Context: an optimization exercise on an open-source flow, tuned for small area, a short achievable clock period and few clock cycles per item. The choices shown serve that exercise and are no tape-out recipe. The RTL was checked by simulation tests, not by an equivalence proof against the original design.

## phase_accumulator
module phase_accumulator (
    input  wire        clk,
    input  wire        rst,
    input  wire        cmd_valid,
    output wire        cmd_ready,
    input  wire [1:0]  cmd_op,
    input  wire [2:0]  cmd_k,
    input  wire [63:0] cmd_data,
    output wire        rsp_valid,
    output wire [63:0] rsp_data
);
    localparam [63:0] TWO_PI     = 64'h401921FB54442D18;
    localparam [63:0] NEG_TWO_PI = 64'hC01921FB54442D18;
    localparam [1:0] OP_CLR = 2'd0, OP_ADV = 2'd1, OP_VAL = 2'd2;
    reg        c_v;
    reg [1:0]  c_op;
    reg [2:0]  c_k;
    reg [4:0]  a_sel_r;
    reg        wsel_r;   
    reg [63:0] c_d;
    reg               p_v;      
    reg               p_wr;     
    reg               p_first;  
    reg               p_mw;     
    reg               p_clr;
    reg               p_val;
    reg               p_fwd;    
    reg [2:0]         p_k;
    reg [130-1:0]   p_m;
    reg        r_v;
    reg        w_p;      
    reg        s_ge;     
    reg [2:0]  s_k;
    reg [63:0] s_r;
    reg [63:0] ph [0:4];
    reg [4:0]  zf;
    wire wrap_now = w_p && s_ge;
    wire c_adv  = (c_op == OP_ADV) && (c_k <= 3'd4);
    wire c_rd   = (c_op == OP_ADV || c_op == OP_VAL) && (c_k <= 3'd4);
    wire c_hit  = p_wr && (p_k == c_k);
    wire hazard = p_v && (p_mw || (c_rd && p_clr) || (c_adv && c_hit));
    wire issue  = c_v && !wsel_r && !hazard;
    assign cmd_ready = !c_v || issue;
    assign rsp_valid = r_v && !wrap_now;
    assign rsp_data  = s_r;
    wire [4:0] a_sel = a_sel_r & ~zf;
    wire [63:0] add_a = ({64{a_sel[0]}} & ph[0]) | ({64{a_sel[1]}} & ph[1]) |
                        ({64{a_sel[2]}} & ph[2]) | ({64{a_sel[3]}} & ph[3]) |
                        ({64{a_sel[4]}} & ph[4]);
    wire [63:0] add_b = wsel_r ? NEG_TWO_PI : (c_op[1] ? 64'h8000000000000000 : c_d);
    wire [130-1:0] add_m;
    fp64_add_s1 u_s1 (.a(add_a), .b(add_b), .m(add_m));
    function [9:0] q64;
        input [63:0] v;
        begin
  ...
==> module phase_accumulator, before the edit <==
module phase_accumulator (
    input  wire        clk,
    input  wire        rst,
    input  wire        cmd_valid,
    output wire        cmd_ready,
    input  wire [1:0]  cmd_op,
    input  wire [2:0]  cmd_k,
    input  wire [63:0] cmd_data,
    output wire        rsp_valid,
    output wire [63:0] rsp_data
);
    localparam [63:0] TWO_PI     = 64'h401921FB54442D18;
    localparam [63:0] NEG_TWO_PI = 64'hC01921FB54442D18;
    localparam [1:0] OP_CLR = 2'd0, OP_ADV = 2'd1, OP_VAL = 2'd2;
    reg        c_v;
    reg [1:0]  c_op;
    reg [2:0]  c_k;
    reg [4:0]  a_sel_r;
    reg        wsel_r;   
    reg [63:0] c_d;
    reg               p_v;      
    reg               p_wr;     
    reg               p_first;  
    reg               p_mw;     
    reg               p_clr;
    reg               p_val;
    reg               p_fwd;    
    reg [2:0]         p_k;
    reg [130-1:0]   p_m;
    reg        r_v;
    reg        w_p;      
    reg        s_ge;     
    reg [2:0]  s_k;
    reg [63:0] s_r;
    reg [63:0] ph [0:4];
    reg [4:0]  zf;
    wire wrap_now = w_p && s_ge;
    wire c_adv  = (c_op == OP_ADV) && (c_k <= 3'd4);
    wire c_rd   = (c_op == OP_ADV || c_op == OP_VAL) && (c_k <= 3'd4);
    wire c_hit  = p_wr && (p_k == c_k);
    wire hazard = p_v && (p_mw || (c_rd && p_clr) || (c_adv && c_hit));
    wire issue  = c_v && !wsel_r && !hazard;
    assign cmd_ready = !c_v || issue;
    assign rsp_valid = r_v && !wrap_now;
    assign rsp_data  = s_r;
    wire [4:0] a_sel = a_sel_r & ~zf;
    wire [63:0] add_a = ({64{a_sel[0]}} & ph[0]) | ({64{a_sel[1]}} & ph[1]) |
                        ({64{a_sel[2]}} & ph[2]) | ({64{a_sel[3]}} & ph[3]) |
                        ({64{a_sel[4]}} & ph[4]);
    wire [63:0] add_b = wsel_r ? NEG_TWO_PI : (c_op[1] ? 64'h8000000000000000 : c_d);
    wire [130-1:0] add_m;
    fp64_add_s1 u_s1 (.a(add_a), .b(add_b), .m(add_m));
    function [9:0] q64;
        input [63:0] v;
        begin
            if (v[63] || v[62:52] < 11'd1017)
                q64 = 10'd0;
            else
                q64 = {1'b0, 1'b1, v[51:44]} >> (4'd8 - (v[55:52] - 4'd9));
        end
    endfunction
    wire big_a = !add_a[63] && (add_a[62:52] >= 11'd1026);
    wire big_b = !add_b[63] && (add_b[62:52] >= 11'd1026);
    wire [10:0] qsum = {1'b0, q64(add_a)} + {1'b0, q64(add_b)};
    wire may_wrap = big_a || big_b || (qsum >= 11'd401);
    wire [63:0] add_y;
    wire        y_ge;
    fp64_add_s2 u_s2 (.m(p_m), .y(add_y), .ge(y_ge));
    wire [63:0] res = p_fwd ? s_r : ((p_wr || p_val) ? add_y : 64'd0);
    integer j;
    always @(posedge clk) begin
        p_m <= add_m;
        if (rst) begin
            p_v <= 1'b0;
            p_mw <= 1'b0;
        end else if (wsel_r) begin
            p_v     <= wrap_now;
            p_wr    <= 1'b1;
            p_first <= 1'b0;
            p_mw    <= 1'b0;
            p_clr   <= 1'b0;
            p_val   <= 1'b0;
            p_fwd   <= 1'b0;
            p_k     <= s_k;
        end else begin
            p_v     <= issue;
            p_wr    <= c_adv;
            p_first <= c_adv;
            p_mw    <= issue && c_adv && may_wrap;
            p_clr   <= (c_op == OP_CLR);
            p_val   <= (c_op == OP_VAL);
            p_fwd   <= (c_op == OP_VAL) && (c_k <= 3'd4) && p_v && c_hit;
            p_k     <= c_k;
        end
        if (rst)
            c_v <= 1'b0;
        else if (cmd_ready)
            c_v <= cmd_valid;
        if (cmd_ready) begin
            c_op <= cmd_op;
            c_k  <= cmd_k;
            c_d  <= cmd_data;
        end
        if (rst)
            wsel_r <= 1'b0;
        else
            wsel_r <= p_v && p_mw;
        for (j = 0; j < 5; j = j + 1)
            a_sel_r[j] <= (p_v && p_mw) ? (p_k == j[2:0]) :
                          cmd_ready     ? (cmd_k == j[2:0]) :
                                          (c_k == j[2:0]);
        if (rst) begin
            r_v <= 1'b0;
            w_p <= 1'b0;
        end else begin
            r_v <= p_v;
            w_p <= p_v && p_first;
        end
        s_r  <= res;
        s_ge <= y_ge;
        s_k  <= p_k;
        if (rst)
            zf <= 5'b11111;
        else if (p_v && p_clr)
            zf <= 5'b11111;
        else if (p_v && p_wr)
            for (j = 0; j < 5; j = j + 1)
                if (p_k == j[2:0])
                    zf[j] <= 1'b0;
        for (j = 0; j < 5; j = j + 1)
            if (p_v && p_wr && p_k == j[2:0])
                ph[j] <= add_y;
    end
endmodule
Settings: LEC_CHECK=0, CAP_MARGIN=20, CORE_MARGIN=2, CORE_UTILIZATION=55, SLEW_MARGIN=20; clock period 25.0 ns.
standard.sh (not shown) runs the stock make flow with config.mk's settings and CLKGATE_MAP_FILE= SYNTH_SCRIPT=/design/flow/synth_recipe.tcl, a recipe that flattens the netlist after the stock synthesis.
==> flow/flow/run.sh <==
#!/bin/bash
# The standard layout (standard.sh, all steps), with the timing repair
# asked to overfix setup by a margin, so that the achieved period shrinks,
# and with the number of repair passes bounded so that it ends in time.
# ORFS's scripts are copied here and util.tcl's repair_timing_helper gets
# -max_passes; nothing else in them changes. Logs stay in this folder.
set -o pipefail
W=$(pwd)
cp -r "$FLOW_HOME/scripts" "$W/scripts"
sed -i 's/^  lappend additional_args {\*}\$args -verbose$/  lappend additional_args {*}$args -verbose -max_passes $::env(RT_MAX_PASSES)/' "$W/scripts/util.tcl"
grep -n "max_passes" "$W/scripts/util.tcl" > patch.log 2>&1
export RT_MAX_PASSES=${RT_MAX_PASSES:-1500}
export SETUP_SLACK_MARGIN=${SETUP_MARGIN:-17.5}
export TNS_END_PERCENT=${TNS_PCT:-0}
bash standard.sh SCRIPTS_DIR="$W/scripts" finish > standard.log 2>&1
The baseline completed without violations.
Testbench counts at the start, summed over its fixed seeds: cycles 28,356, items 24,000.
Change:
--- a/flow/design.v
+++ b/flow/design.v
@@ -204,10 +204,9 @@
     localparam [1:0] OP_CLR = 2'd0, OP_ADV = 2'd1, OP_VAL = 2'd2;
     reg        c_v;
     reg [1:0]  c_op;
     reg [2:0]  c_k;
-    reg [4:0]  a_sel_r;
-    reg        wsel_r;   
+    reg [4:0]  c_sel;    
     reg [63:0] c_d;
     reg               p_v;      
     reg               p_wr;     
     reg               p_first;  
@@ -228,17 +227,17 @@
     wire c_adv  = (c_op == OP_ADV) && (c_k <= 3'd4);
     wire c_rd   = (c_op == OP_ADV || c_op == OP_VAL) && (c_k <= 3'd4);
     wire c_hit  = p_wr && (p_k == c_k);
     wire hazard = p_v && (p_mw || (c_rd && p_clr) || (c_adv && c_hit));
-    wire issue  = c_v && !wsel_r && !hazard;
+    wire issue  = c_v && !wrap_now && !hazard;
     assign cmd_ready = !c_v || issue;
     assign rsp_valid = r_v && !wrap_now;
     assign rsp_data  = s_r;
-    wire [4:0] a_sel = a_sel_r & ~zf;
+    wire [4:0] a_sel = c_sel & ~zf & {5{~wrap_now}};
     wire [63:0] add_a = ({64{a_sel[0]}} & ph[0]) | ({64{a_sel[1]}} & ph[1]) |
                         ({64{a_sel[2]}} & ph[2]) | ({64{a_sel[3]}} & ph[3]) |
-                        ({64{a_sel[4]}} & ph[4]);
-    wire [63:0] add_b = wsel_r ? NEG_TWO_PI : (c_op[1] ? 64'h8000000000000000 : c_d);
+                        ({64{a_sel[4]}} & ph[4]) | ({64{wrap_now}} & s_r);
+    wire [63:0] add_b = wrap_now ? NEG_TWO_PI : (c_op[1] ? 64'h8000000000000000 : c_d);
     wire [130-1:0] add_m;
     fp64_add_s1 u_s1 (.a(add_a), .b(add_b), .m(add_m));
     function [9:0] q64;
         input [63:0] v;
@@ -262,10 +261,10 @@
         p_m <= add_m;
         if (rst) begin
             p_v <= 1'b0;
             p_mw <= 1'b0;
-        end else if (wsel_r) begin
-            p_v     <= wrap_now;
+        end else if (wrap_now) begin
+            p_v     <= 1'b1;
             p_wr    <= 1'b1;
             p_first <= 1'b0;
             p_mw    <= 1'b0;
             p_clr   <= 1'b0;
@@ -288,18 +287,12 @@
             c_v <= cmd_valid;
         if (cmd_ready) begin
             c_op <= cmd_op;
             c_k  <= cmd_k;
+            for (j = 0; j < 5; j = j + 1)
+                c_sel[j] <= (cmd_k == j[2:0]);
             c_d  <= cmd_data;
         end
-        if (rst)
-            wsel_r <= 1'b0;
-        else
-            wsel_r <= p_v && p_mw;
-        for (j = 0; j < 5; j = j + 1)
-            a_sel_r[j] <= (p_v && p_mw) ? (p_k == j[2:0]) :
-                          cmd_ready     ? (cmd_k == j[2:0]) :
-                                          (c_k == j[2:0]);
         if (rst) begin
             r_v <= 1'b0;
             w_p <= 1'b0;
         end else begin
- The changed run passed the timing, DRC and antenna checks
- synthesized area barely changes
- clock skew went down by 0.0063 ns
- routed wire length went up by 9.6%
- global-route usage went up by 3.4 points
- sequential share of layout area went down by 1.1 points
- worst setup slack improved by 0.32 ns
- cell count went up by 1.4%
Testbench counts after the change, summed over its fixed seeds: cycles 28,327, items 24,000.

## afterwards: timing with drivers on the ports
In the flow no input, the clock included, has a driving cell. The finished layouts below were timed again as built, in two steps. Step 1 sets driving cells, clkbuf_16 on the clock port and buf_2 on the other inputs (assumed; they add their load-dependent delay and slew). Step 2 moves the port delays by t, midway between the first and last clock arrival at a register: inputs arrive t later, outputs are due t later. That takes back most of the time a late clock gives input paths. Three values: ideal, step 1, step 2; two values: the first two.
run | shift t [ns] | setup WS [ns] | worst hold slack (ns) | worst setup path after step 2 | slew at the worst register clock pin (ns)
the first run | 0.706 | 15.296 / 15.296 / 15.296 | 0.460 / 0.460 / 0.460 | register to register | 0.08 / 0.08
the second run | 0.724 | 15.619 / 15.619 / 15.619 | 0.481 / 0.481 / 0.481 | register to register | 0.06 / 0.06
After both steps every run listed still meets setup and hold.
